This design comes from an exercise in tuning for small area, a short achievable clock period and few clock cycles per item on the open sky130 flow, not from production work. In this exercise RTL edits were held to simulation tests only and were not proved equivalent to the original. Power is estimated from default activity; no workload was simulated.

--- flow/config.mk ---
export PLATFORM = sky130hd
export DESIGN_NAME = fdtu
export DESIGN_NICKNAME = fdtu
export VERILOG_FILES = /design/flow/design.v
export SDC_FILE = /design/flow/constraint.sdc
export NUM_CORES = 4
export LEC_CHECK = 0
export CAP_MARGIN = 20
export CORE_MARGIN = 2
export CORE_UTILIZATION = 45
export CTS_CLUSTER_DIAMETER = 100
export CTS_CLUSTER_SIZE = 30
export GPL_ROUTABILITY_DRIVEN = 1
export GPL_TIMING_DRIVEN = 1
export PLACE_DENSITY = 0.6
export SLEW_MARGIN = 20
export TNS_END_PERCENT = 100
--- flow/constraint.sdc ---
create_clock -name core_clock -period 12.0 [get_ports {clk}]
set_input_delay 2.4000 -clock core_clock [delete_from_list [all_inputs] [get_ports {clk}]]
set_output_delay 2.4000 -clock core_clock [all_outputs]
set_load 0.01 [all_outputs]
--- flow/design.v ---
module fdtu (
    input  wire         clk,
    input  wire         rst,           
    input  wire         cmd_valid,
    output reg          cmd_ready,
    input  wire [159:0] cmd_data,
    input  wire         fin_valid,
    output reg          fin_ready,
    input  wire [31:0]  fin_data,
    output reg          out_valid,
    output reg  [31:0]  out_data,
    output reg          busy,
    output reg          fault,
    output reg  [1:0]   fault_code,
    output wire [31:0]  fault_pos,
    output wire [31:0]  fault_info0,
    output wire [31:0]  fault_info1
);
    localparam integer N = 32;
    localparam [31:0] NAN_SENT = 32'h7FC00000;
    localparam [31:0] POS_INF  = 32'h7F800000;
    localparam [7:0] OP_DRAW = 8'h10, OP_PUT = 8'h11, OP_RDCOLOR = 8'h12, OP_RDDEPTH = 8'h13;
    localparam [7:0] OP_CLRC = 8'h20, OP_CLRD = 8'h21, OP_FILL = 8'h22, OP_SCANOUT = 8'h23;
    localparam [7:0] OP_GETW = 8'h24, OP_GETH = 8'h25;
    localparam [7:0] OP_CLI = 8'h30, OP_CRGB = 8'h31, OP_CRGBA = 8'h32, OP_CVEC4 = 8'h33;
    localparam [7:0] OP_CGRAY = 8'h34, OP_CCONST = 8'h35, OP_COUT = 8'h36;
    localparam [7:0] OP_GETR = 8'h38, OP_GETG = 8'h39, OP_GETB = 8'h3A, OP_GETA = 8'h3B;
    localparam [7:0] OP_SETR = 8'h3C, OP_SETG = 8'h3D, OP_SETB = 8'h3E, OP_SETA = 8'h3F;
    localparam [7:0] OP_CADD = 8'h40, OP_CSADD = 8'h41, OP_CMUL = 8'h42;
    localparam [7:0] OP_CCMPL = 8'h43, OP_CCMPLA = 8'h44;
    localparam [1:0] FC_COORD = 2'd1, FC_ILLEGAL = 2'd2, FC_UNINIT = 2'd3;
    localparam integer C_DRAW = 0, C_PUT = 1, C_RDC = 2, C_RDD = 3, C_CLRC = 4, C_CLRD = 5,
                       C_FILL = 6, C_SCAN = 7, C_EMIT = 8, C_RWE = 9, C_RCS = 10, C_RCD = 11,
                       C_COORD = 12, C_MUL = 13, C_NC = 14;
    localparam integer R_RDC = 0, R_CLI = 1, R_CRGB = 2, R_CRGBA = 3, R_CVEC4 = 4, R_CGRAY = 5,
                       R_CCONST = 6, R_SETR = 7, R_SETG = 8, R_SETB = 9, R_SETA = 10, R_CADD = 11,
                       R_CSADD = 12, R_CMUL = 13, R_CCMPL = 14, R_CCMPLA = 15;
    localparam integer E_RDD = 0, E_GETW = 1, E_GETH = 2, E_GETR = 3, E_GETG = 4, E_GETB = 5,
                       E_GETA = 6, E_SCAN = 7, E_COUT = 8;
    reg         a_valid;
    reg [159:0] a_cmd;
    reg [C_NC-1:0] a_cls;
    reg         a_wf;                 
    reg [1:0]   a_fcode;              
    reg [2:0]   a_ureg;               
    reg [4:0]   a_k;                  
    reg [N-1:0] a_oh;                 
    reg [7:0]   a_cdoh, a_csoh;       
    reg [15:0]  a_rsel;               
    reg [8:0]   a_esel;               
    reg         a_ph;                 
    reg         go_q;                 
    reg         ok_q;                 
    reg         mul_q;                
    reg [31:0]  pos;
    reg [31:0]  creg [0:7];
    reg [7:0]   cmark;
    reg [31:0]  cp [0:N-1];
    reg [31:0]  dp [0:N-1];
    reg         wb_v;                 
    reg [4:0]   wb_k;
    reg [31:0]  wb_c, wb_z;
    reg         q_v;                  
    reg [31:0]  q_d;
    reg         scan_act;
    reg [4:0]   scan_cnt;
    reg         fill_act;
    reg [4:0]   fill_cnt;             
    reg [N-1:0] skip;                 
    assign fault_pos   = pos;
    assign fault_info0 = a_cmd[31:0];
    assign fault_info1 = a_cmd[63:32];
    wire [31:0] w0 = a_cmd[31:0];
    wire [31:0] X  = a_cmd[63:32];
    wire [31:0] Y  = a_cmd[95:64];
    wire [31:0] Z  = a_cmd[127:96];
    wire [31:0] T  = a_cmd[159:128];
    wire [7:0]  op = w0[7:0];
    wire [2:0]  cd = w0[10:8];
    wire [2:0]  cs = w0[13:11];
    reg [31:0] rcd, rcs;
    integer g;
    always @(*) begin
        rcd = 32'd0;
        rcs = 32'd0;
        for (g = 0; g < 8; g = g + 1) begin
            rcd = rcd | (creg[g] & {32{a_cdoh[g]}});
            rcs = rcs | (creg[g] & {32{a_csoh[g]}});
        end
    end
    wire [4:0]  cp_ra = scan_act ? scan_cnt : a_k;
    wire [31:0] cp_ar = cp[cp_ra];
    reg  [31:0] dp_ar;
    integer r;
    always @(*) begin
        dp_ar = 32'd0;
        for (r = 0; r < N; r = r + 1) dp_ar = dp_ar | (dp[r] & {32{a_oh[r]}});
    end
    wire [31:0] cp_rd = (wb_v && wb_k == cp_ra) ? wb_c : cp_ar;
    wire [31:0] dp_rd = (wb_v && wb_k == a_k)   ? wb_z : dp_ar;
    function is_nan;
        input [31:0] d;
        is_nan = (d[30:23] == 8'hFF) && (d[22:0] != 23'd0);
    endfunction
    function fle32;
        input [31:0] a;
        input [31:0] b;
        reg both_zero, lem, gem;
        begin
            both_zero = (a[30:0] == 31'd0) && (b[30:0] == 31'd0);
            lem = (a[30:0] <= b[30:0]);
            gem = (a[30:0] >= b[30:0]);
            if (is_nan(a) || is_nan(b)) fle32 = 1'b0;
            else if (both_zero)         fle32 = 1'b1;
            else if (a[31] != b[31])    fle32 = a[31];
            else if (a[31])             fle32 = gem;
            else                        fle32 = lem;
        end
    endfunction
    wire draw_accept = !fle32(dp_rd, Z);
    wire a_skip      = |(skip & a_oh);
    wire a_unfilled  = fill_act && !({~a_k[4:3], a_k[2:0]} < fill_cnt) && !a_skip;
    function [7:0] f2ch;
        input [31:0] v;
        reg [23:0] m;
        reg [7:0]  t, r;
        reg        sat, inr;
        begin
            m   = {1'b1, v[22:0]};
            t   = ({m[15:0], 8'd0} < m) ? m[23:16] - 8'd1 : m[23:16];
            case (v[25:23])                       
                3'd6:    r = t;
                3'd5:    r = {1'd0, t[7:1]};
                3'd4:    r = {2'd0, t[7:2]};
                3'd3:    r = {3'd0, t[7:3]};
                3'd2:    r = {4'd0, t[7:4]};
                3'd1:    r = {5'd0, t[7:5]};
                3'd0:    r = {6'd0, t[7:6]};
                default: r = {7'd0, t[7]};
            endcase
            sat = !v[31] && (v[30] || v[29:23] == 7'h7F);            
            inr = !v[31] && !v[30] &&                                
                  ((v[29:26] == 4'hF && v[25:23] != 3'd7) || v[29:23] == 7'h77);
            f2ch = (r & {8{inr}}) | {8{sat}};
        end
    endfunction
    wire [7:0] fx = f2ch(X);
    reg [31:0] cconst;
    always @(*) begin
        case (X[3:0])
            4'd0:    cconst = 32'hFF000000;
            4'd1:    cconst = 32'hFFFFFFFF;
            4'd2:    cconst = 32'hFF7F7F7F;
            4'd3:    cconst = 32'hFF0000FF;
            4'd4:    cconst = 32'hFF00FF00;
            4'd5:    cconst = 32'hFFFF0000;
            4'd6:    cconst = 32'hFF00FFFF;
            4'd7:    cconst = 32'hFFFF00FF;
            default: cconst = 32'hFFFFFF00;
        endcase
    end
    wire [7:0] opa = rcs[31:24];
    function [7:0] sat_add;
        input [7:0] x;
        input [7:0] a;
        reg   [8:0] s;
        begin
            s = {1'b0, x} + {1'b0, a};
            sat_add = s[8] ? 8'hFF : s[7:0];
        end
    endfunction
    wire [9:0] opa3 = {2'd0, opa} + {1'd0, opa, 1'd0};
    function [15:0] r4prod;
        input [7:0] x;
        input [7:0] a;
        input [9:0] a3;
        reg [9:0] m0, m1, m2, m3;
        begin
            m0 = x[1:0] == 2'd3 ? a3 : ({2'd0, a} & {10{x[0]}}) | ({1'd0, a, 1'd0} & {10{x[1]}});
            m1 = x[3:2] == 2'd3 ? a3 : ({2'd0, a} & {10{x[2]}}) | ({1'd0, a, 1'd0} & {10{x[3]}});
            m2 = x[5:4] == 2'd3 ? a3 : ({2'd0, a} & {10{x[4]}}) | ({1'd0, a, 1'd0} & {10{x[5]}});
            m3 = x[7:6] == 2'd3 ? a3 : ({2'd0, a} & {10{x[6]}}) | ({1'd0, a, 1'd0} & {10{x[7]}});
            r4prod = ({6'd0, m0} + {4'd0, m1, 2'd0}) + ({2'd0, m2, 4'd0} + {m3, 6'd0});
        end
    endfunction
    function [7:0] div255;
        input [15:0] p;
        reg   [16:0] q;
        begin
            q = {1'b0, p} + {9'd0, p[15:8]} + 17'd1;
            div255 = q[15:8];
        end
    endfunction
    wire [63:0] nprods = {r4prod(rcd[31:24], opa, opa3), r4prod(rcd[23:16], opa, opa3),
                          r4prod(rcd[15:8], opa, opa3),  r4prod(rcd[7:0], opa, opa3)};
    wire [31:0] rv_cadd  = {rcd[31:24] + opa, rcd[23:16] + opa, rcd[15:8] + opa, rcd[7:0] + opa};
    wire [31:0] rv_csadd = {sat_add(rcd[31:24], opa), sat_add(rcd[23:16], opa),
                            sat_add(rcd[15:8], opa),  sat_add(rcd[7:0], opa)};
    wire [31:0] rv_cmul  = {div255(Y[31:16]), div255(Y[15:0]), div255(X[31:16]), div255(X[15:0])};
    wire [31:0] reg_wv =
        ({32{a_rsel[R_RDC]}}    & cp_rd) |
        ({32{a_rsel[R_CLI]}}    & X) |
        ({32{a_rsel[R_CRGB]}}   & {8'hFF, Z[7:0], Y[7:0], X[7:0]}) |
        ({32{a_rsel[R_CRGBA]}}  & {T[7:0], Z[7:0], Y[7:0], X[7:0]}) |
        ({32{a_rsel[R_CVEC4]}}  & {f2ch(T), f2ch(Z), f2ch(Y), fx}) |
        ({32{a_rsel[R_CGRAY]}}  & {8'hFF, fx, fx, fx}) |
        ({32{a_rsel[R_CCONST]}} & cconst) |
        ({32{a_rsel[R_SETR]}}   & {rcd[31:8], X[7:0]}) |
        ({32{a_rsel[R_SETG]}}   & {rcd[31:16], X[7:0], rcd[7:0]}) |
        ({32{a_rsel[R_SETB]}}   & {rcd[31:24], X[7:0], rcd[15:0]}) |
        ({32{a_rsel[R_SETA]}}   & {X[7:0], rcd[23:0]}) |
        ({32{a_rsel[R_CADD]}}   & rv_cadd) |
        ({32{a_rsel[R_CSADD]}}  & rv_csadd) |
        ({32{a_rsel[R_CMUL]}}   & rv_cmul) |
        ({32{a_rsel[R_CCMPL]}}  & {8'hFF, ~rcs[23:0]}) |
        ({32{a_rsel[R_CCMPLA]}} & ~rcs);
    wire [31:0] emit_v =
        ({32{a_esel[E_RDD]}}  & dp_rd) |
        ({32{a_esel[E_GETW]}} & 32'd8) |
        ({32{a_esel[E_GETH]}} & 32'd4) |
        ({32{a_esel[E_GETR]}} & {24'd0, rcs[7:0]}) |
        ({32{a_esel[E_GETG]}} & {24'd0, rcs[15:8]}) |
        ({32{a_esel[E_GETB]}} & {24'd0, rcs[23:16]}) |
        ({32{a_esel[E_GETA]}} & {24'd0, rcs[31:24]}) |
        ({32{a_esel[E_SCAN]}} & cp_rd) |
        ({32{a_esel[E_COUT]}} & rcs);
    wire flt_x   = go_q && a_wf;
    wire reg_w   = ok_q && a_cls[C_RWE];
    wire cell_w  = ok_q && ((a_cls[C_DRAW] && (draw_accept || a_unfilled)) || a_cls[C_PUT]);
    wire clrc_w  = ok_q && a_cls[C_CLRC];
    wire clrd_w  = ok_q && a_cls[C_CLRD];
    wire scan_go = ok_q && a_cls[C_SCAN];
    wire fill_go = ok_q && a_cls[C_FILL];
    wire fill_we = fin_ready && fin_valid;
    wire [4:0] fill_k = {~fill_cnt[4:3], fill_cnt[2:0]};
    wire [31:0] i_w0 = cmd_data[31:0];
    wire [31:0] i_x  = cmd_data[63:32];
    wire [31:0] i_y  = cmd_data[95:64];
    wire [31:0] i_z  = cmd_data[127:96];
    wire [31:0] i_t  = cmd_data[159:128];
    wire [7:0]  i_op = i_w0[7:0];
    wire [2:0]  i_cd = i_w0[10:8];
    wire [2:0]  i_cs = i_w0[13:11];
    reg       known, use_cd, use_cs;
    reg [1:0] kx, ky, kz, kt;
    reg [C_NC-1:0] cls;
    always @(*) begin
        known = 1'b1; use_cd = 1'b0; use_cs = 1'b0;
        kx = 2'd0; ky = 2'd0; kz = 2'd0; kt = 2'd0;
        cls = {C_NC{1'b0}};
        case (i_op)
            OP_DRAW:    begin use_cs = 1'b1; kx = 2'd1; ky = 2'd1; kz = 2'd1;
                              cls[C_DRAW] = 1'b1; cls[C_RCS] = 1'b1; cls[C_COORD] = 1'b1; end
            OP_PUT:     begin use_cs = 1'b1; kx = 2'd1; ky = 2'd1;
                              cls[C_PUT] = 1'b1; cls[C_RCS] = 1'b1; cls[C_COORD] = 1'b1; end
            OP_RDCOLOR: begin use_cd = 1'b1; kx = 2'd1; ky = 2'd1;
                              cls[C_RDC] = 1'b1; cls[C_RWE] = 1'b1; cls[C_COORD] = 1'b1; end
            OP_RDDEPTH: begin kx = 2'd1; ky = 2'd1;
                              cls[C_RDD] = 1'b1; cls[C_EMIT] = 1'b1; cls[C_COORD] = 1'b1; end
            OP_CLRC:    begin use_cs = 1'b1; cls[C_CLRC] = 1'b1; cls[C_RCS] = 1'b1; end
            OP_CLRD:    begin kz = 2'd1; cls[C_CLRD] = 1'b1; end
            OP_FILL:    cls[C_FILL] = 1'b1;
            OP_SCANOUT: begin cls[C_SCAN] = 1'b1; cls[C_EMIT] = 1'b1; end
            OP_GETW, OP_GETH: cls[C_EMIT] = 1'b1;
            OP_CLI:     begin use_cd = 1'b1; kx = 2'd1; cls[C_RWE] = 1'b1; end
            OP_CRGB:    begin use_cd = 1'b1; kx = 2'd2; ky = 2'd2; kz = 2'd2; cls[C_RWE] = 1'b1; end
            OP_CRGBA:   begin use_cd = 1'b1; kx = 2'd2; ky = 2'd2; kz = 2'd2; kt = 2'd2; cls[C_RWE] = 1'b1; end
            OP_CVEC4:   begin use_cd = 1'b1; kx = 2'd1; ky = 2'd1; kz = 2'd1; kt = 2'd1; cls[C_RWE] = 1'b1; end
            OP_CGRAY:   begin use_cd = 1'b1; kx = 2'd1; cls[C_RWE] = 1'b1; end
            OP_CCONST:  begin use_cd = 1'b1; kx = 2'd3; cls[C_RWE] = 1'b1; end
            OP_COUT, OP_GETR, OP_GETG, OP_GETB, OP_GETA:
                        begin use_cs = 1'b1; cls[C_EMIT] = 1'b1; cls[C_RCS] = 1'b1; end
            OP_SETR, OP_SETG, OP_SETB, OP_SETA:
                        begin use_cd = 1'b1; kx = 2'd2; cls[C_RWE] = 1'b1; cls[C_RCD] = 1'b1; end
            OP_CADD, OP_CSADD:
                        begin use_cd = 1'b1; use_cs = 1'b1;
                              cls[C_RWE] = 1'b1; cls[C_RCS] = 1'b1; cls[C_RCD] = 1'b1; end
            OP_CMUL:    begin use_cd = 1'b1; use_cs = 1'b1; cls[C_MUL] = 1'b1;
                              cls[C_RWE] = 1'b1; cls[C_RCS] = 1'b1; cls[C_RCD] = 1'b1; end
            OP_CCMPL, OP_CCMPLA:
                        begin use_cd = 1'b1; use_cs = 1'b1; cls[C_RWE] = 1'b1; cls[C_RCS] = 1'b1; end
            default:    known = 1'b0;
        endcase
    end
    reg [15:0] rsel;
    reg [8:0]  esel;
    always @(*) begin
        rsel = 16'd0;
        esel = 9'd0;
        case (i_op)
            OP_RDCOLOR: rsel[R_RDC]    = 1'b1;
            OP_CLI:     rsel[R_CLI]    = 1'b1;
            OP_CRGB:    rsel[R_CRGB]   = 1'b1;
            OP_CRGBA:   rsel[R_CRGBA]  = 1'b1;
            OP_CVEC4:   rsel[R_CVEC4]  = 1'b1;
            OP_CGRAY:   rsel[R_CGRAY]  = 1'b1;
            OP_CCONST:  rsel[R_CCONST] = 1'b1;
            OP_SETR:    rsel[R_SETR]   = 1'b1;
            OP_SETG:    rsel[R_SETG]   = 1'b1;
            OP_SETB:    rsel[R_SETB]   = 1'b1;
            OP_SETA:    rsel[R_SETA]   = 1'b1;
            OP_CADD:    rsel[R_CADD]   = 1'b1;
            OP_CSADD:   rsel[R_CSADD]  = 1'b1;
            OP_CMUL:    rsel[R_CMUL]   = 1'b1;
            OP_CCMPL:   rsel[R_CCMPL]  = 1'b1;
            OP_CCMPLA:  rsel[R_CCMPLA] = 1'b1;
            OP_RDDEPTH: esel[E_RDD]    = 1'b1;
            OP_GETW:    esel[E_GETW]   = 1'b1;
            OP_GETH:    esel[E_GETH]   = 1'b1;
            OP_GETR:    esel[E_GETR]   = 1'b1;
            OP_GETG:    esel[E_GETG]   = 1'b1;
            OP_GETB:    esel[E_GETB]   = 1'b1;
            OP_GETA:    esel[E_GETA]   = 1'b1;
            OP_SCANOUT: esel[E_SCAN]   = 1'b1;
            OP_COUT:    esel[E_COUT]   = 1'b1;
            default: ;
        endcase
    end
    function field_ok;
        input [1:0]  kind;
        input [31:0] v;
        begin
            case (kind)
                2'd0:    field_ok = (v == 32'd0);
                2'd1:    field_ok = 1'b1;
                2'd2:    field_ok = (v[31:8] == 24'd0);
                default: field_ok = (v[31:4] == 28'd0) && (v[3:0] <= 4'd8);
            endcase
        end
    endfunction
    wire i_legal = known && (i_w0[31:14] == 18'd0)
                   && (use_cd || i_cd == 3'd0) && (use_cs || i_cs == 3'd0)
                   && field_ok(kx, i_x) && field_ok(ky, i_y) && field_ok(kz, i_z) && field_ok(kt, i_t);
    wire i_xok = (i_x[31:2] == 30'd0) || (i_x[31:2] == 30'h3FFFFFFF);
    wire i_yok = (i_y == 32'hFFFFFFFF) || ((i_y[31:2] == 30'd0) && !(i_y[1] && i_y[0]));
    wire i_cok = i_xok && i_yok;
    wire [1:0] i_row = {~(i_y[1] ^ i_y[0]), i_y[0]};           
    wire [4:0] i_kr  = {i_row, ~i_x[2], i_x[1:0]};
    wire [4:0] i_k = cls[C_COORD] ? i_kr : 5'd0;
    wire [7:0] mark_n = cmark | ({7'd0, reg_w} << cd);
    wire i_ucd = cls[C_RCD] && !mark_n[i_cd];
    wire i_ucs = cls[C_RCS] && !mark_n[i_cs];
    wire i_wf  = !i_legal || i_ucd || i_ucs || (cls[C_COORD] && !i_cok);
    wire [1:0] i_fcode = !i_legal ? FC_ILLEGAL : (i_ucd || i_ucs) ? FC_UNINIT : FC_COORD;
    function conflict;
        input [C_NC-1:0] c;
        input [4:0]      k;
        input            wf;
        input            sa;
        input [4:0]      sc;
        input            fa;
        input [4:0]      fc;
        input            qv;
        begin
            conflict = (qv && (wf || c[C_SCAN] || (sa && c[C_EMIT]))) ||
                       (sa && (wf || (c[C_SCAN] && sc != 5'd31) ||
                               (c[C_FILL] && sc < 5'd24) || c[C_CLRC] || c[C_RDC] ||
                               ((c[C_DRAW] || c[C_PUT]) && (k > sc)))) ||
                       (fa && (wf || c[C_SCAN] || c[C_FILL] || c[C_CLRC] || c[C_CLRD] ||
                               ((c[C_RDC] || c[C_RDD]) && !({~k[4:3], k[2:0]} < fc))));
        end
    endfunction
    wire acc        = cmd_valid && cmd_ready;
    wire fault_n    = fault || flt_x;
    wire a_valid_n  = acc || (a_valid && !go_q);
    wire scan_act_n = scan_go || (scan_act && scan_cnt != 5'd31);
    wire [4:0] scan_cnt_n = (scan_go && !scan_act) ? 5'd1 : scan_cnt + 5'd1;    
    wire fill_end   = fill_we && fill_cnt == 5'd31;
    wire fill_act_n = fill_go || (fill_act && !fill_end);
    wire [4:0] fill_cnt_n = fill_cnt + {4'd0, fill_we};
    wire a_ph_n     = a_ph || mul_q;
    wire emit_x     = ok_q && a_cls[C_EMIT] && !a_cls[C_SCAN];
    wire q_v_n      = scan_act ? (q_v || emit_x) : (q_v && emit_x);
    wire [C_NC-1:0] o_cls = acc ? cls  : a_cls;
    wire [4:0]      o_k   = acc ? i_kr : a_k;
    wire            o_wf  = acc ? i_wf : a_wf;
    wire            o_ph  = acc ? 1'b0 : a_ph_n;
    wire o_mul0  = o_cls[C_MUL] && !o_ph && !o_wf;
    wire o_block = conflict(o_cls, o_k, o_wf, scan_act_n, scan_cnt_n, fill_act_n, fill_cnt_n, q_v_n) || o_mul0;
    wire live_n  = a_valid_n && !fault_n;
    wire go_n    = live_n && !o_block;
    always @(posedge clk) begin
        if (rst) begin
            a_valid     <= 1'b0;
            go_q        <= 1'b0;
            ok_q        <= 1'b0;
            mul_q       <= 1'b0;
            cmd_ready   <= 1'b1;
            busy        <= 1'b0;
            pos         <= 32'd0;
            cmark       <= 8'd0;
            scan_act    <= 1'b0;
            scan_cnt    <= 5'd0;
            fill_act    <= 1'b0;
            fill_cnt    <= 5'd0;
            fin_ready   <= 1'b0;
            skip        <= {N{1'b0}};
            fault       <= 1'b0;
            fault_code  <= 2'd0;
            out_valid   <= 1'b0;
            out_data    <= 32'd0;
            wb_v        <= 1'b0;
            q_v         <= 1'b0;
        end else begin
            wb_v      <= cell_w;
            a_valid   <= a_valid_n;
            go_q      <= go_n;
            ok_q      <= go_n && !o_wf;
            mul_q     <= live_n && o_mul0;
            cmd_ready <= !fault_n && (!a_valid_n || go_n);
            busy      <= live_n || scan_act_n || fill_act_n || q_v_n;
            scan_act <= scan_act_n;
            if (scan_act || scan_go) scan_cnt <= scan_cnt_n;
            fill_act <= fill_act_n;
            fill_cnt <= fill_cnt_n;
            fin_ready <= (fill_act_n || (go_n && !o_wf && o_cls[C_FILL])) &&
                         !(ok_q && (a_cls[C_DRAW] || a_cls[C_PUT]));
            if (!fill_act_n)
                skip <= {N{1'b0}};
            else if (ok_q && (a_cls[C_DRAW] || a_cls[C_PUT]) && fill_act &&
                     !({~a_k[4:3], a_k[2:0]} < fill_cnt))
                skip <= skip | a_oh;
            out_valid <= scan_act || q_v || (ok_q && a_cls[C_EMIT]);
            out_data  <= scan_act ? cp_rd : q_v ? q_d : emit_v;
            q_v       <= q_v_n;
            if (flt_x) begin
                fault      <= 1'b1;
                fault_code <= a_fcode;
            end
            if (ok_q) pos <= pos + 32'd1;
            cmark <= mark_n;
        end
    end
    always @(posedge clk) begin
        if (flt_x) begin
            if (a_fcode == FC_UNINIT) begin
                a_cmd[31:0]  <= {29'd0, a_ureg};
                a_cmd[63:32] <= 32'd0;
            end else if (a_fcode == FC_COORD) begin
                a_cmd[31:0]  <= X;
                a_cmd[63:32] <= Y;
            end
        end else if (acc) begin
            a_cmd <= cmd_data;
        end else if (mul_q) begin
            a_cmd[95:32] <= nprods;
        end
        if (acc) begin
            a_cls   <= cls;
            a_wf    <= i_wf;
            a_fcode <= i_fcode;
            a_ureg  <= i_ucd ? i_cd : i_cs;
            a_k     <= i_k;
            a_oh    <= {{(N-1){1'b0}}, 1'b1} << i_k;
            a_cdoh  <= 8'd1 << i_cd;
            a_csoh  <= 8'd1 << i_cs;
            a_rsel  <= rsel;
            a_esel  <= esel;
        end
        a_ph <= o_ph;
    end
    always @(posedge clk) begin
        if (emit_x && (scan_act || q_v)) q_d <= emit_v;
        wb_k <= a_k;
        wb_c <= rcs;
        wb_z <= a_cls[C_DRAW] ? Z : NAN_SENT;
    end
    always @(posedge clk) begin
        if (reg_w) creg[cd] <= reg_wv;
    end
    wire [31:0] cp_wd = rst ? 32'hFFFFFFFF : clrc_w ? rcs : fin_ready ? fin_data : wb_c;
    wire [31:0] dp_wd = rst ? POS_INF      : clrd_w ? Z   : fin_ready ? NAN_SENT : wb_z;
    integer n;
    always @(posedge clk) begin
        for (n = 0; n < N; n = n + 1) begin
            if (rst || clrc_w || (wb_v && wb_k == n) || (fill_we && fill_k == n && !skip[n]))
                cp[n] <= cp_wd;
            if (rst || clrd_w || (wb_v && wb_k == n) || (fill_we && fill_k == n && !skip[n]))
                dp[n] <= dp_wd;
        end
    end
endmodule
--- flow/flow/run.sh ---
#!/bin/bash
set -uo pipefail
MARGIN=$(cat flow/margin.txt)
bash standard.sh SETUP_SLACK_MARGIN=$MARGIN \
    'BUFFER_PORTS_ARGS=-buffer_cell sky130_fd_sc_hd__buf_4' finish > standard_flow.log 2>&1
--- flow/flow/margin.txt ---
8
--- flow/standard.sh ---
#!/bin/bash
# synth_recipe.tcl (not shown) runs the flow's synth.tcl, then flattens the netlist and writes it again
# the make line also repeats each setting of config.mk as NAME=value (left out here)
make -C /OpenROAD-flow-scripts/flow DESIGN_CONFIG=/design/flow/config.mk WORK_HOME=/design/flow/orfs CLKGATE_MAP_FILE= SYNTH_SCRIPT=/design/flow/synth_recipe.tcl "${@:-finish}"
==> reports/results.ini, run 1 <==
[status]
run_status=finished clean

[floorplanning]
fp.dieW_um=525
die_area_um2=276000
rows=191
ios=331
core_area_um2=271000
die_y_um=525
start_util_pct=45.2

[routing]
drt-pass1-iter-count=10
drc=0
drtIter0Drc=16900
wl_mm=566
ant_nets=0
wl_per_cell_um=42.0
viasPerCell=7.13
vias=95900

[setup_path]
critPathMaxFanout=5
crit_required_ns=12.62
r2r-end=a_cmd[92]
cp-end-kind=flip-flop
worst-r2r-setup-slack_ns=6.11
slowest_stage=fa_1
ff2ff_path_depth=28
cp.arrival_ns=6.51
path_class=reg -> reg
critPathBufInv=6
cpPeakStageDelay_ns=0.52
start_kind=flip-flop
critPathTopFamily=adder cells
worstReg2RegStart=a_csoh[5]

[synthesis]
yosysTopAreaCell=edfxtp_1
yosysWarnings=3
synth_top_area_share_pct=63.4
async_reset_ff_share_pct=0
synth-seq-cells=2796
ys_seq_area_share_pct=67.0
syn_nets=9521
syn_area_um2=122000
yosys-top-cells-area=edfxtp_1, a22oi_1, dfxtp_1, ha_1, a21oi_1
synth_edf_count=2580
synth.distinct_cells=107
synth_cells=8983
synth_most_common_cell=edfxtp_1
ys.flop_type=edfxtp_1
synthTopCellsByCount=edfxtp_1, a22oi_1, nand2_1
synth_area_per_cell_um2=13.6

[global_routing]
antenna_found_initial=29
met2_usage_pct=58.5
grt_busiest_layer=met2
globalRouteMet1Util_pct=51.0
globalRouteOverflowTotal=0
grt_usage_pct=39.4
grt_pass1_wl_mm=752
grt_pass1_vias=88900
met3_usage_pct=11.1
grt_max_degree=73

[clock_tree]
clk_latency_ns=0.95
clkTransAtPathRegs_ns=0.12
ctsRootBufferMaster=clkbuf_16
h-tree-depth=3
cts_buffer_depth=3
numCtsBuffers=117
cts_sinks=2796
cts_tree=yes

[hold_path]
min_path_type=reg -> reg
hold_start=a_ph
whs_endpoint=a_ph
holdPathStages=2

[finish]
final_cell_count_no_fill=13500
regArea_um2=81800
multi_input_area_um2=42900
syn2layout_area_growth_pct=20.0
fin_area_um2=147000
layout.nets=10300
utilization_pct=54.2
drive_gt1_share_pct=23.4
n_fill_cell=22100

[flow_run]
drv_cap=0

[timing]
setup_viol=0
min_period_ns=5.89
timing.final.ws_setup_ns=6.11
worst_pin_slew_ns=1.21
relSlewSlack_pct=19.3
post-route-period-util_pct=49.1
fmax_ghz=0.170
drv_slew=0
fin_tns_setup_ns=0
finalHoldViolations=0
finClkSkew_ns=0.108
rsz0062_at_grt=true
fin_hold_ws_ns=0.476

[place]
place_hpwl_mm=331
placedCellCount=12600
place_area_um2=131000
finalWeightedCongestion=0.995
dp_worst_setup_slack_ns=4.87
io_buffer_count=330

[pwr]
finalPower_mw=24.6
power.density_nw_per_um2=168
vdd_ir_drop_max_uv=164
total_leakage_power_nw=47.9

-- sequential cells by signal (all words and copies together), names as in the netlist, 11 cells and up, named ones only --
| signal | count |
|---|---|
| skip | 32 |
| dp | 1024 |
| wb_z | 32 |
| cp | 1024 |
| pos | 32 |
| a_rsel | 16 |
| out_data | 32 |
| q_d | 32 |
| wb_c | 32 |
| creg | 256 |
| a_oh | 32 |
| a_cls | 11 |
| a_cmd | 160 |
-- power breakdown --
part	total [mW]	switching [mW]	leakage [nW]	internal [mW]
sequential	11.4	0.350	23.3	11.1
combinational	7.92	4.80	22.7	3.12
clock	5.24	3.26	1.83	1.98
-- cell usage in the layout, fill, tap and decap left out, types with 64 or more instances in the layout --
master and count:
a21oi_1 307, a21oi_2 79, a221oi_1 122, a22o_1 183
a22oi_1 932, and2_1 64, buf_12 100, buf_4 904
buf_6 178, clkbuf_16 126, dfxtp_1 204, edfxtp_1 2580
ha_1 231, inv_1 206, mux2i_1 82, nand2_1 421
nand3_1 187, nand4_1 214, nor2_1 490, nor3_1 71
nor4_1 64, o211ai_1 78, o21ai_0 171, o22ai_1 100
xnor2_1 87
-- routing by layer --
layer  vias to the layer above  part of all wire, %
met1                     48300                   35
met5                         -                0.093
li1                      37500                    -
met4                        34                  8.3
met2                      8134                   43
met3                      1953                   14
-- worst min-delay path, delay by kind of cell, from the launching register on --
| kind | cells | cell delay, ns |
|---|---|---|
| and+or+nand+nor | 2 | 0.11 |
| DFF | 1 | 0.33 |
-- what timing repair did --
action | CTS | global route
hold buffers | 0 | 0
setup endpoints to repair | 2381 | 817
pin swaps | 216 | 178
buffers inserted | 427 | 128
cloned | 36 | 6
resized for setup | 1021 | 274
-- worst max path at each step --
stage               from         to  slack [ns]  depth (start not counted)
2_1_floorplan  a_csoh[1]  a_cmd[92]        6.48                         28
3_3_place_gp   a_csoh[6]  a_cmd[47]        4.91                         27
3_5_place_dp   a_csoh[6]  a_cmd[47]        4.87                         27
4_1_cts        a_csoh[5]  a_cmd[92]        6.26                         28
5_1_grt        a_csoh[5]  a_cmd[92]        5.93                         28
6_report       a_csoh[5]  a_cmd[92]        6.11                         28
-- final cells by class --
| type | count | share of cell area [%] |
|---|---|---|
| clock buffer | 144 | 2.10 |
| timing repair buffer | 1255 | 8.51 |
| clock inverter | 40 | 0.515 |
| inverter | 241 | 0.689 |
| timing repair inverter | 3 | 0.0273 |
| multi-input combinational | 5381 | 29.3 |
| sequential | 2796 | 55.8 |
| antenna | 29 | 0.0495 |
| tap | 3570 | 3.05 |
-- cells by family (layout without fill, tap and decap cells) --
kind of cell	after synthesis	after routing	share of synthesized area [%]
buffers and inverters	813	1683	2.64
other	0	29	0
and+or+nand+nor	2006	2011	8.10
muxes	115	117	0.996
xor gates and xnor gates	150	150	1.08
adders and majority gates	342	342	3.85
AOI/OAI and AO/OA	2761	2761	16.4
DFF	2796	2796	67.0
Testbench counts, summed over its fixed seeds: cycles 67,303, commands 25,600.
==> inputs of run 2 (changes only) <==
--- a/flow/design.v
+++ b/flow/design.v
@@ -45,4 +45,5 @@
     reg [2:0]   a_ureg;               
     reg [4:0]   a_k;                  
+    reg [3:0]   a_brw;                
     reg [N-1:0] a_oh;                 
     reg [7:0]   a_cdoh, a_csoh;       
@@ -50,6 +51,6 @@
     reg [8:0]   a_esel;               
     reg         a_ph;                 
-    reg         go_q;                 
     reg         ok_q;                 
+    reg         flt_q;                
     reg         mul_q;                
     reg [31:0]  pos;
@@ -123,4 +124,5 @@
     function [7:0] f2ch;
         input [31:0] v;
+        input        brw;                        
         reg [23:0] m;
         reg [7:0]  t, r;
@@ -128,5 +130,5 @@
         begin
             m   = {1'b1, v[22:0]};
-            t   = ({m[15:0], 8'd0} < m) ? m[23:16] - 8'd1 : m[23:16];
+            t   = brw ? m[23:16] - 8'd1 : m[23:16];
             case (v[25:23])                       
                 3'd6:    r = t;
@@ -145,5 +147,5 @@
         end
     endfunction
-    wire [7:0] fx = f2ch(X);
+    wire [7:0] fx = f2ch(X, a_brw[0]);
     reg [31:0] cconst;
     always @(*) begin
@@ -170,32 +172,33 @@
         end
     endfunction
-    wire [9:0] opa3 = {2'd0, opa} + {1'd0, opa, 1'd0};
-    function [15:0] r4prod;
+    function [23:0] nib_prods;
         input [7:0] x;
         input [7:0] a;
-        input [9:0] a3;
-        reg [9:0] m0, m1, m2, m3;
+        reg [11:0] l, h;
         begin
-            m0 = x[1:0] == 2'd3 ? a3 : ({2'd0, a} & {10{x[0]}}) | ({1'd0, a, 1'd0} & {10{x[1]}});
-            m1 = x[3:2] == 2'd3 ? a3 : ({2'd0, a} & {10{x[2]}}) | ({1'd0, a, 1'd0} & {10{x[3]}});
-            m2 = x[5:4] == 2'd3 ? a3 : ({2'd0, a} & {10{x[4]}}) | ({1'd0, a, 1'd0} & {10{x[5]}});
-            m3 = x[7:6] == 2'd3 ? a3 : ({2'd0, a} & {10{x[6]}}) | ({1'd0, a, 1'd0} & {10{x[7]}});
-            r4prod = ({6'd0, m0} + {4'd0, m1, 2'd0}) + ({2'd0, m2, 4'd0} + {m3, 6'd0});
+            l = (({4'd0, x} & {12{a[0]}}) + ({3'd0, x, 1'd0} & {12{a[1]}})) +
+                (({2'd0, x, 2'd0} & {12{a[2]}}) + ({1'd0, x, 3'd0} & {12{a[3]}}));
+            h = (({4'd0, x} & {12{a[4]}}) + ({3'd0, x, 1'd0} & {12{a[5]}})) +
+                (({2'd0, x, 2'd0} & {12{a[6]}}) + ({1'd0, x, 3'd0} & {12{a[7]}}));
+            nib_prods = {h, l};
         end
     endfunction
     function [7:0] div255;
-        input [15:0] p;
+        input [23:0] hl;
+        reg   [15:0] p;
         reg   [16:0] q;
         begin
+            p = {hl[23:12], 4'd0} + {4'd0, hl[11:0]};
             q = {1'b0, p} + {9'd0, p[15:8]} + 17'd1;
             div255 = q[15:8];
         end
     endfunction
-    wire [63:0] nprods = {r4prod(rcd[31:24], opa, opa3), r4prod(rcd[23:16], opa, opa3),
-                          r4prod(rcd[15:8], opa, opa3),  r4prod(rcd[7:0], opa, opa3)};
+    wire [95:0] nprods = {nib_prods(rcd[31:24], opa), nib_prods(rcd[23:16], opa),
+                          nib_prods(rcd[15:8], opa),  nib_prods(rcd[7:0], opa)};
     wire [31:0] rv_cadd  = {rcd[31:24] + opa, rcd[23:16] + opa, rcd[15:8] + opa, rcd[7:0] + opa};
     wire [31:0] rv_csadd = {sat_add(rcd[31:24], opa), sat_add(rcd[23:16], opa),
                             sat_add(rcd[15:8], opa),  sat_add(rcd[7:0], opa)};
-    wire [31:0] rv_cmul  = {div255(Y[31:16]), div255(Y[15:0]), div255(X[31:16]), div255(X[15:0])};
+    wire [31:0] rv_cmul  = {div255(Z[31:8]), div255({Z[7:0], Y[31:16]}),
+                            div255({Y[15:0], X[31:24]}), div255(X[23:0])};
     wire [31:0] reg_wv =
         ({32{a_rsel[R_RDC]}}    & cp_rd) |
@@ -203,5 +206,5 @@
         ({32{a_rsel[R_CRGB]}}   & {8'hFF, Z[7:0], Y[7:0], X[7:0]}) |
         ({32{a_rsel[R_CRGBA]}}  & {T[7:0], Z[7:0], Y[7:0], X[7:0]}) |
-        ({32{a_rsel[R_CVEC4]}}  & {f2ch(T), f2ch(Z), f2ch(Y), fx}) |
+        ({32{a_rsel[R_CVEC4]}}  & {f2ch(T, a_brw[3]), f2ch(Z, a_brw[2]), f2ch(Y, a_brw[1]), fx}) |
         ({32{a_rsel[R_CGRAY]}}  & {8'hFF, fx, fx, fx}) |
         ({32{a_rsel[R_CCONST]}} & cconst) |
@@ -225,5 +228,5 @@
         ({32{a_esel[E_SCAN]}} & cp_rd) |
         ({32{a_esel[E_COUT]}} & rcs);
-    wire flt_x   = go_q && a_wf;
+    wire flt_x   = flt_q;
     wire reg_w   = ok_q && a_cls[C_RWE];
     wire cell_w  = ok_q && ((a_cls[C_DRAW] && (draw_accept || a_unfilled)) || a_cls[C_PUT]);
@@ -317,4 +320,8 @@
         endcase
     end
+    function i_brw;
+        input [31:0] v;
+        i_brw = {v[15:0], 8'd0} < {1'b1, v[22:0]};
+    endfunction
     function field_ok;
         input [1:0]  kind;
@@ -346,5 +353,4 @@
         input [C_NC-1:0] c;
         input [4:0]      k;
-        input            wf;
         input            sa;
         input [4:0]      sc;
@@ -353,9 +359,9 @@
         input            qv;
         begin
-            conflict = (qv && (wf || c[C_SCAN] || (sa && c[C_EMIT]))) ||
-                       (sa && (wf || (c[C_SCAN] && sc != 5'd31) ||
+            conflict = (qv && (c[C_SCAN] || (sa && c[C_EMIT]))) ||
+                       (sa && ((c[C_SCAN] && sc != 5'd31) ||
                                (c[C_FILL] && sc < 5'd24) || c[C_CLRC] || c[C_RDC] ||
                                ((c[C_DRAW] || c[C_PUT]) && (k > sc)))) ||
-                       (fa && (wf || c[C_SCAN] || c[C_FILL] || c[C_CLRC] || c[C_CLRD] ||
+                       (fa && (c[C_SCAN] || c[C_FILL] || c[C_CLRC] || c[C_CLRD] ||
                                ((c[C_RDC] || c[C_RDD]) && !({~k[4:3], k[2:0]} < fc))));
         end
@@ -363,5 +369,5 @@
     wire acc        = cmd_valid && cmd_ready;
     wire fault_n    = fault || flt_x;
-    wire a_valid_n  = acc || (a_valid && !go_q);
+    wire a_valid_n  = acc || (a_valid && !(ok_q || flt_q));
     wire scan_act_n = scan_go || (scan_act && scan_cnt != 5'd31);
     wire [4:0] scan_cnt_n = (scan_go && !scan_act) ? 5'd1 : scan_cnt + 5'd1;    
@@ -376,12 +382,14 @@
     wire            o_wf  = acc ? i_wf : a_wf;
     wire            o_ph  = acc ? 1'b0 : a_ph_n;
-    wire o_mul0  = o_cls[C_MUL] && !o_ph && !o_wf;
-    wire o_block = conflict(o_cls, o_k, o_wf, scan_act_n, scan_cnt_n, fill_act_n, fill_cnt_n, q_v_n) || o_mul0;
+    wire o_mul0  = o_cls[C_MUL] && !o_ph;
+    wire o_block = conflict(o_cls, o_k, scan_act_n, scan_cnt_n, fill_act_n, fill_cnt_n, q_v_n) || o_mul0;
     wire live_n  = a_valid_n && !fault_n;
-    wire go_n    = live_n && !o_block;
+    wire bg_n    = scan_act_n || fill_act_n || q_v_n;
+    wire ok_n    = live_n && !o_wf && !o_block;
+    wire flt_n   = live_n && o_wf && !bg_n;
     always @(posedge clk) begin
         if (rst) begin
             a_valid     <= 1'b0;
-            go_q        <= 1'b0;
+            flt_q       <= 1'b0;
             ok_q        <= 1'b0;
             mul_q       <= 1'b0;
@@ -405,8 +413,8 @@
             wb_v      <= cell_w;
             a_valid   <= a_valid_n;
-            go_q      <= go_n;
-            ok_q      <= go_n && !o_wf;
-            mul_q     <= live_n && o_mul0;
-            cmd_ready <= !fault_n && (!a_valid_n || go_n);
+            ok_q      <= ok_n;
+            flt_q     <= flt_n;
+            mul_q     <= live_n && !o_wf && o_mul0;
+            cmd_ready <= !fault_n && (!a_valid_n || ok_n || flt_n);
             busy      <= live_n || scan_act_n || fill_act_n || q_v_n;
             scan_act <= scan_act_n;
@@ -414,5 +422,5 @@
             fill_act <= fill_act_n;
             fill_cnt <= fill_cnt_n;
-            fin_ready <= (fill_act_n || (go_n && !o_wf && o_cls[C_FILL])) &&
+            fin_ready <= (fill_act_n || (ok_n && o_cls[C_FILL])) &&
                          !(ok_q && (a_cls[C_DRAW] || a_cls[C_PUT]));
             if (!fill_act_n)
@@ -444,5 +452,5 @@
             a_cmd <= cmd_data;
         end else if (mul_q) begin
-            a_cmd[95:32] <= nprods;
+            a_cmd[127:32] <= nprods;
         end
         if (acc) begin
@@ -452,4 +460,5 @@
             a_ureg  <= i_ucd ? i_cd : i_cs;
             a_k     <= i_k;
+            a_brw   <= {i_brw(i_t), i_brw(i_z), i_brw(i_y), i_brw(i_x)};
             a_oh    <= {{(N-1){1'b0}}, 1'b1} << i_k;
             a_cdoh  <= 8'd1 << i_cd;
--- a/flow/config.mk
+++ b/flow/config.mk
@@ -10,5 +10,5 @@
 export CORE_UTILIZATION = 45
 export CTS_CLUSTER_DIAMETER = 100
-export CTS_CLUSTER_SIZE = 30
+export CTS_CLUSTER_SIZE = 24
 export GPL_ROUTABILITY_DRIVEN = 1
 export GPL_TIMING_DRIVEN = 1
==> run 2 against run 1 <==
Compared with the run above:
- cell area shrank 0.97%
- synthesized area grew 0.98%
- count of clock-buffer cells in the layout increased by 62
- synthesized cell count up 1.8%
- critical path type unchanged
- fmax up 23%
==> reports/results.ini, run 2 <==
[floorplanning]
ios=331  ; unchanged
rows=192  ; +0.52%
fp.dieW_um=528  ; +0.48%
start_util_pct=45.2  ; about the same
die_area_um2=278000  ; +0.97%
core_area_um2=273000  ; +0.97%
die_y_um=528  ; +0.48%

[place]
dp_worst_setup_slack_ns=5.65  ; +0.782 ns
io_buffer_count=330  ; unchanged
finalWeightedCongestion=0.971  ; -2.4%
place_hpwl_mm=315  ; -4.8%

[synthesis]
ys_seq_area_share_pct=66.2  ; -0.75 points
synthTopCellsByCount=edfxtp_1, a22oi_1, nand2_1
yosysWarnings=3  ; unchanged
ys.flop_type=edfxtp_1
synth_cells=9147  ; +1.8%
synth_most_common_cell=edfxtp_1
synth_edf_count=2576  ; -0.16%
yosys-top-cells-area=edfxtp_1, a22oi_1, dfxtp_1, ha_1, nand2_1
syn_nets=9781  ; +2.7%
yosysTopAreaCell=edfxtp_1
syn_area_um2=123000  ; +0.98%
synth.distinct_cells=113  ; +5.6%
synth_top_area_share_pct=62.7  ; -0.71 points
synth_area_per_cell_um2=13.5  ; -0.83%
synth-seq-cells=2792  ; -0.14%
async_reset_ff_share_pct=0  ; unchanged

[clock_tree]
cts_sinks=2792  ; -0.14%
ctsRootBufferMaster=clkbuf_16
numCtsBuffers=143  ; +22%
hold_buffers=0  ; unchanged
cts_tree=yes
clkTransAtPathRegs_ns=0.10  ; -0.02 ns
h-tree-depth=4  ; +1
clk_latency_ns=0.91  ; -0.04 ns
cts_buffer_depth=3  ; unchanged

[setup_path]
cpMostUsedCell=o21a_1
cpPeakStageDelay_ns=0.89  ; +0.37 ns
crit_chain=buf_4 > xnor2_1 > nand2_1 > or2_2 > a21oi_1 > ha_1 > a21oi_1 > o21a_1 > o311ai_4 > o21a_1 > o21ai_0 > o21a_1 > nor3_1 > nor4_1
cp.arrival_ns=5.54  ; -0.97 ns
critPathMaxFanout=24  ; +19
path_class=reg -> reg
crit_required_ns=12.74  ; +0.12 ns
cp-end-kind=flip-flop
slowest_stage=a21oi_1
start_kind=flip-flop

[routing]
drc=0  ; unchanged
wl_mm=523  ; -7.5%
wl_per_cell_um=38.6  ; -8.1%
drt-pass1-iter-count=12  ; +2
vias=93200  ; -2.9%
ant_nets=0  ; unchanged
drtIter0Drc=16000  ; -5.0%
viasPerCell=6.88  ; -3.5%

[timing]
finClkSkew_ns=0.0778  ; -0.0303 ns
setup_viol=0  ; unchanged
drv_slew=0  ; unchanged
finalHoldViolations=0  ; unchanged
rsz0062_at_grt=true
worst_pin_slew_ns=1.24  ; +0.0290 ns
relSlewSlack_pct=17.0  ; -2.3 points
fmax_ghz=0.208  ; +23%
fin_tns_setup_ns=0  ; unchanged
min_period_ns=4.80  ; -1.09 ns
post-route-period-util_pct=40.0  ; -9.1 points
timing.final.ws_setup_ns=7.20  ; +1.09 ns

[finish]
syn2layout_area_growth_pct=17.7
layout_common_cells=edfxtp_1, a22oi_1, buf_4
largest_registers=cp (1024), dp (1024), creg (256)
layout.nets=10500  ; +1.2%
final_common_cell=edfxtp_1
n_fill_cell=22500  ; +2.0%
drive_gt1_share_pct=20.7  ; -2.7 points

[global_routing]
grt_pass1_vias=86500  ; -2.7%
antenna_found_initial=32  ; +10%
globalRouteOverflowTotal=0  ; unchanged
grt_max_degree=74  ; +1.4%
grt_pass1_wl_mm=705  ; -6.3%
grt_usage_pct=36.3  ; -3.1 points

[pwr]
power.density_nw_per_um2=166  ; -0.93%
total_leakage_power_nw=48.0  ; +0.32%
finalPower_mw=24.1  ; -1.9%
vdd_ir_drop_max_uv=163  ; -0.41%

[flow_run]
drv_cap=0  ; unchanged

[hold_path]
min_path_type=reg -> reg

[status]
run_status=finished clean

run 2: cell count changes after synthesis, sizes merged, moves of 43 or more:
cell    change
o22ai      -84
fa         +55
o211ai     -43
a21oi      -61
inv       +145
nand3      -50
a221oi     -54
nand2     +142
a22o       -60
nor2       -47
o21ai      +72
run 2: routing by layer:
layer	up-vias	global-route usage [%]	wire [um]
met4	16	20.6	36800
met1	47300	49.0	194000
li1	37300	-	-
met2	7165	53.1	223000
met3	1464	9.69	69700
met5	-	0	111
run 2: critical path: cells and delay by family (launching register included):
kind	cells	cell delay, ns
AOI/OAI and AO/OA	7	1.90
xor gates and xnor gates	1	0.18
adders and majority gates	1	0.42
buffers and inverters	1	0.36
DFF	1	0.34
and+or+nand+nor	4	1.42
run 2: metrics by stage:
stage	cell area (um2)	instances	util, %	hold WS, ns
2_1_floorplan	125000	9147	-	0.400
3_3_place_gp	132000	12800	48.3	0.437
3_5_place_dp	132000	12800	48.4	0.441
4_1_cts	143000	13400	52.4	0.466
5_1_grt	145000	13500	53.1	0.522
6_report	145000	13500	53.2	0.473
run 2: layout make-up:
| type | instances | area [um2] | share of cell area, % |
|---|---|---|---|
| well taps | 3589 | 4490 | 3.09 |
| clock buffers | 206 | 3880 | 2.67 |
| clock inverters | 37 | 693 | 0.477 |
| diodes | 30 | 75.1 | 0.0517 |
| multi-input cells | 5441 | 43100 | 29.6 |
| flip-flops and latches | 2792 | 81700 | 56.3 |
| repair buffers | 1050 | 9640 | 6.64 |
| repair inverters | 7 | 109 | 0.0750 |
| inverters | 390 | 1580 | 1.09 |
run 2: power breakdown:
group	leakage (nW)	internal (mW)	switching [mW]	total, mW
clock network	2.17	2.41	3.36	5.76
logic	22.6	2.67	4.31	6.98
registers	23.3	11.0	0.339	11.4
run 2: final timing paths:
kind | endpoint | cells past startpoint | start | slack (ns)
worst max-delay path | wb_v | 14 | a_k[1] | 7.20
worst max register to register | wb_v | 14 | a_k[1] | 7.20
worst min-delay path | a_ph | 2 | a_ph | 0.47
worst min register to register | a_ph | 2 | a_ph | 0.47
run 2: what timing repair did:
item                       4_1_cts  5_1_grt
setup endpoints to repair     3327     1544
resized for setup              676      287
buffers inserted               325       79
pin swaps                      237      167
gates cloned                    20        8
run 2: kinds of logic after synthesis:
kind of cell / count (synthesis) / share of synthesized area [%]
buf+inv: 923 / 2.91
simple gates: 2147 / 8.65
compound gates: 2581 / 15.1
fa+ha+maj: 438 / 5.12
flops: 2792 / 66.2
xor+xnor: 179 / 1.27
mux: 87 / 0.764
Testbench counts of run 2, summed over its fixed seeds: cycles 67,303, commands 25,600.
==> inputs of run 3 (changes only) <==
--- a/flow/design.v
+++ b/flow/design.v
@@ -71,5 +71,5 @@
     assign fault_pos   = pos;
     assign fault_info0 = a_cmd[31:0];
-    assign fault_info1 = a_cmd[63:32];
+    assign fault_info1 = a_cmd[159:128];
     wire [31:0] w0 = a_cmd[31:0];
     wire [31:0] X  = a_cmd[63:32];
@@ -361,5 +361,5 @@
             conflict = (qv && (c[C_SCAN] || (sa && c[C_EMIT]))) ||
                        (sa && ((c[C_SCAN] && sc != 5'd31) ||
-                               (c[C_FILL] && sc < 5'd24) || c[C_CLRC] || c[C_RDC] ||
+                               (c[C_FILL] && sc < 5'd24) || c[C_CLRC] || (c[C_RDC] && k != sc) ||
                                ((c[C_DRAW] || c[C_PUT]) && (k > sc)))) ||
                        (fa && (c[C_SCAN] || c[C_FILL] || c[C_CLRC] || c[C_CLRD] ||
@@ -443,9 +443,11 @@
         if (flt_x) begin
             if (a_fcode == FC_UNINIT) begin
-                a_cmd[31:0]  <= {29'd0, a_ureg};
-                a_cmd[63:32] <= 32'd0;
+                a_cmd[31:0]    <= {29'd0, a_ureg};
+                a_cmd[159:128] <= 32'd0;
             end else if (a_fcode == FC_COORD) begin
-                a_cmd[31:0]  <= X;
-                a_cmd[63:32] <= Y;
+                a_cmd[31:0]    <= X;
+                a_cmd[159:128] <= Y;
+            end else begin
+                a_cmd[159:128] <= X;
             end
         end else if (acc) begin
==> run 3 against run 2 <==
Compared with the run above:
- worst setup slack better by 0.030 ns
- fmax increased by 0.62%
- routed wire length grew 7.1%
- synthesized area up 0.97%
- clock power about the same
- via count increased by 3.5%
- flip-flop and latch count up 8
- cell area is 2.8% higher
==> reports/results.ini, run 3 <==
[status]
run_status=finished clean

[finish]
n_fill_cell=22600  ; +0.54%
drive_gt1_share_pct=22.2  ; +1.4 points
final_cell_count_no_fill=14000  ; +3.7%
regArea_um2=81900  ; +0.30%
layout_common_cells=edfxtp_1, a22oi_1, buf_4
syn2layout_area_growth_pct=19.9
final_common_cell=edfxtp_1
multi_input_area_um2=44600  ; +3.7%
layout.nets=10800  ; +3.7%
largest_registers=cp (1024), dp (1024), creg (256)

[synthesis]
synth.distinct_cells=102  ; -9.7%
yosysWarnings=3  ; unchanged
yosys-top-cells-area=edfxtp_1, a22oi_1, dfxtp_1, ha_1, nand2_1
synth_area_per_cell_um2=13.3  ; -1.6%
synth_top_area_share_pct=62.3  ; -0.41 points
ys.flop_type=edfxtp_1
syn_nets=10000  ; +2.4%
syn_area_um2=125000  ; +0.97%
synth_most_common_cell=edfxtp_1
synth-seq-cells=2800  ; +0.29%
async_reset_ff_share_pct=0  ; unchanged
synthTopCellsByCount=edfxtp_1, a22oi_1, nand2_1
synth_edf_count=2584  ; +0.31%
synth_cells=9382  ; +2.6%
yosysTopAreaCell=edfxtp_1
ys_seq_area_share_pct=65.8  ; -0.44 points

[timing]
finClkSkew_ns=0.0664  ; -0.0114 ns
finalHoldViolations=0  ; unchanged
timing.final.ws_setup_ns=7.23  ; +0.0297 ns
post-route-period-util_pct=39.7  ; -0.25 points
drv_slew=0  ; unchanged
worst_pin_slew_ns=1.40  ; +0.163 ns
fmax_ghz=0.210  ; +0.62%
rsz0062_at_grt=true
fin_tns_setup_ns=0  ; unchanged
min_period_ns=4.77  ; -0.0297 ns
relSlewSlack_pct=6.77  ; -10 points
setup_viol=0  ; unchanged

[routing]
drt-pass1-iter-count=7  ; -5
ant_nets=0  ; unchanged
viasPerCell=6.87  ; -0.11%
wl_mm=560  ; +7.1%
drc=0  ; unchanged
drtIter0Drc=16100  ; +0.74%
vias=96500  ; +3.5%
wl_per_cell_um=39.9  ; +3.3%

[global_routing]
grt_pass1_vias=89700  ; +3.7%
antenna_found_initial=41  ; +28%
grt_pass1_wl_mm=739  ; +4.9%
grt_usage_pct=38.1  ; +1.8 points
globalRouteOverflowTotal=0  ; unchanged
grt_max_degree=74  ; unchanged

[floorplanning]
fp.dieW_um=530  ; +0.48%
start_util_pct=45.1  ; about the same
rows=193  ; +0.52%
ios=331  ; unchanged
die_y_um=530  ; +0.48%
die_area_um2=281000  ; +0.97%
core_area_um2=276000  ; +1.1%

[place]
finalWeightedCongestion=0.985  ; +1.4%
placedCellCount=13200  ; +2.7%
dp_worst_setup_slack_ns=5.83  ; +0.175 ns
io_buffer_count=330  ; unchanged
place_hpwl_mm=335  ; +6.3%

[clock_tree]
cts_buffer_depth=4  ; +1
cts_sinks=2800  ; +0.29%
cts_tree=yes
ctsRootBufferMaster=clkbuf_16
numCtsBuffers=150  ; +4.9%
clkTransAtPathRegs_ns=0.10  ; about the same
h-tree-depth=4  ; unchanged
clk_latency_ns=0.92  ; about the same

[flow_run]
drv_cap=0  ; unchanged

[setup_path]
critPathMaxFanout=8  ; -67%
start_kind=flip-flop
cp.arrival_ns=5.39  ; -0.15 ns
cp-end-kind=flip-flop
r2r-end=creg[0][11]
path_class=reg -> reg
ff2ff_path_depth=16  ; +2
worst-r2r-setup-slack_ns=7.23  ; +0.03 ns
worstReg2RegStart=a_cmd[64]
crit_required_ns=12.62  ; -0.12 ns

[pwr]
power.density_nw_per_um2=173  ; +4.0%
total_leakage_power_nw=49.9  ; +3.8%
finalPower_mw=25.8  ; +7.0%
vdd_ir_drop_max_uv=127  ; -22%

[hold_path]
min_path_type=reg -> reg
whs_endpoint=a_ph
hold_start=a_ph
holdPathStages=2  ; unchanged

==> run 3: cell count changes in the layout (fill, tap and decap cells not counted), moves of 31 or more <==
cell | before | now
a21oi_1 | 261 | 331
nor2b_1 | 32 | 63
buf_12 | 57 | 92
a221oi_1 | 103 | 69
buf_4 | 815 | 910
o21ai_0 | 208 | 257
a22o_1 | 123 | 88
==> run 3: worst max-delay path, stage by stage, from the launching register on <==
cell,delay [ns]
edfxtp_1,0.64
ha_1,0.54
o21a_1,0.28
a2111oi_4,0.10
or3_4,0.44
buf_12,0.15
xnor2_4,0.14
ha_2,0.20
a21o_1,0.19
a2111o_1,0.42
o211ai_1,0.30
nor4b_2,0.08
buf_4,0.17
buf_6,0.12
xnor2_1,0.37
o211ai_1,0.14
buf_4,0.21
==> run 3: how the worst max path moves through the flow <==
stage | start | endpoint | slack (ns) | cells past startpoint
after floorplan | cmd_valid | flip-flop | 6.65 | 9
after global placement | cmd_data[114] | cmd_ready | 5.73 | 11
after detailed placement | cmd_valid | fin_ready | 5.83 | 16
after CTS | a_cmd[68] | creg[1][14] | 7.37 | 20
after global routing | a_cmd[68] | creg[7][14] | 7.16 | 20
final | a_cmd[64] | creg[0][11] | 7.23 | 16
==> run 3: layer usage <==
| layer | vias to the layer above | part of all wire, % | wire length, um | track usage, % |
|---|---|---|---|---|
| met3 | 1710 | 13 | 70800 | 9.41 |
| met5 | - | 0.010 | 57 | 0 |
| li1 | 38400 | - | - | - |
| met1 | 48900 | 36 | 199000 | 49.1 |
| met4 | 10 | 8.3 | 46400 | 24.5 |
| met2 | 7486 | 43 | 244000 | 57.6 |
==> run 3: repair_timing <==
action / 4_1_cts / 5_1_grt
gates cloned: 43 / 20
hold buffers: 0 / 0
buffers inserted: 377 / 137
setup endpoints to repair: 4370 / 1060
pin swaps: 280 / 278
resized for setup: 851 / 431
==> run 3: power by group <==
group / switching (mW) / leakage [nW] / internal, mW
logic: 5.12 / 24.5 / 3.34
registers: 0.444 / 23.2 / 11.1
clock network: 3.26 / 2.14 / 2.49
total: 8.82 / 49.9 / 17.0
==> run 3: metrics by stage <==
step / util [%] / instance area [um2] / hold slack (ns)
2_1_floorplan: - / 126000 / 0.396
3_3_place_gp: 48.3 / 133000 / 0.430
3_5_place_dp: 48.3 / 133000 / 0.453
4_1_cts: 52.9 / 146000 / 0.481
5_1_grt: 54.1 / 149000 / 0.507
6_report: 54.1 / 149000 / 0.485
==> run 3: area by class of cell <==
cell class                      instances  share of cell area [%]
Antenna cell                           22                  0.0369
Clock buffer                          224                    2.76
Clock inverter                         24                   0.227
Inverter                              408                    1.06
Multi-Input combinational cell       5638                    29.9
Sequential cell                      2800                    54.9
Tap cell                             3705                    3.10
Timing Repair Buffer                 1214                    8.01
Timing Repair inverter                  2                  0.0218
==> run 3: logic make-up after synthesis <==
kind of cell | count (synthesis) | synth area share [%]
compound gates | 2699 | 15.4
flops | 2800 | 65.8
xor+xnor | 179 | 1.26
mux | 76 | 0.649
fa+ha+maj | 438 | 5.07
simple gates | 2224 | 8.83
buf+inv | 966 | 3.05
Testbench counts of run 3, summed over its fixed seeds: cycles 66,684, commands 25,600.

re-timing with driven ports:
The flow's constraints put no driver on any port. The routed layouts listed below were extracted and timed again, unchanged, in two steps. Step 1, drivers: a clkbuf_16 drives clk and a buf_2 each remaining input, both assumed. Step 2 adds t to the input delays and takes it off the output delays; t is the mean of the earliest and latest rising clock arrival at the registers after step 1. Input paths then give back, and output paths get back, about the clock's delay inside the block. Three values: ideal ports, drivers, drivers and shift; two values: the first two.
| run | t, ns | slack for setup (ns) | clock arrival spread, ns | worst data-port slew with drivers (ns) |
|---|---|---|---|---|
| run 1 | 0.999 | 6.111 / 6.111 / 6.076 | 0.136 / 0.135 | 0.22 |
| run 2 | 0.977 | 7.202 / 7.202 / 6.442 | 0.094 / 0.094 | 0.09 |
| run 3 | 0.978 | 7.232 / 7.232 / 6.676 | 0.079 / 0.078 | 0.18 |
After both steps setup and hold are still met in every run listed. The setup slack of run 2, which loses most, moves by 0.000 ns with the drivers and by -0.760 ns with both steps.
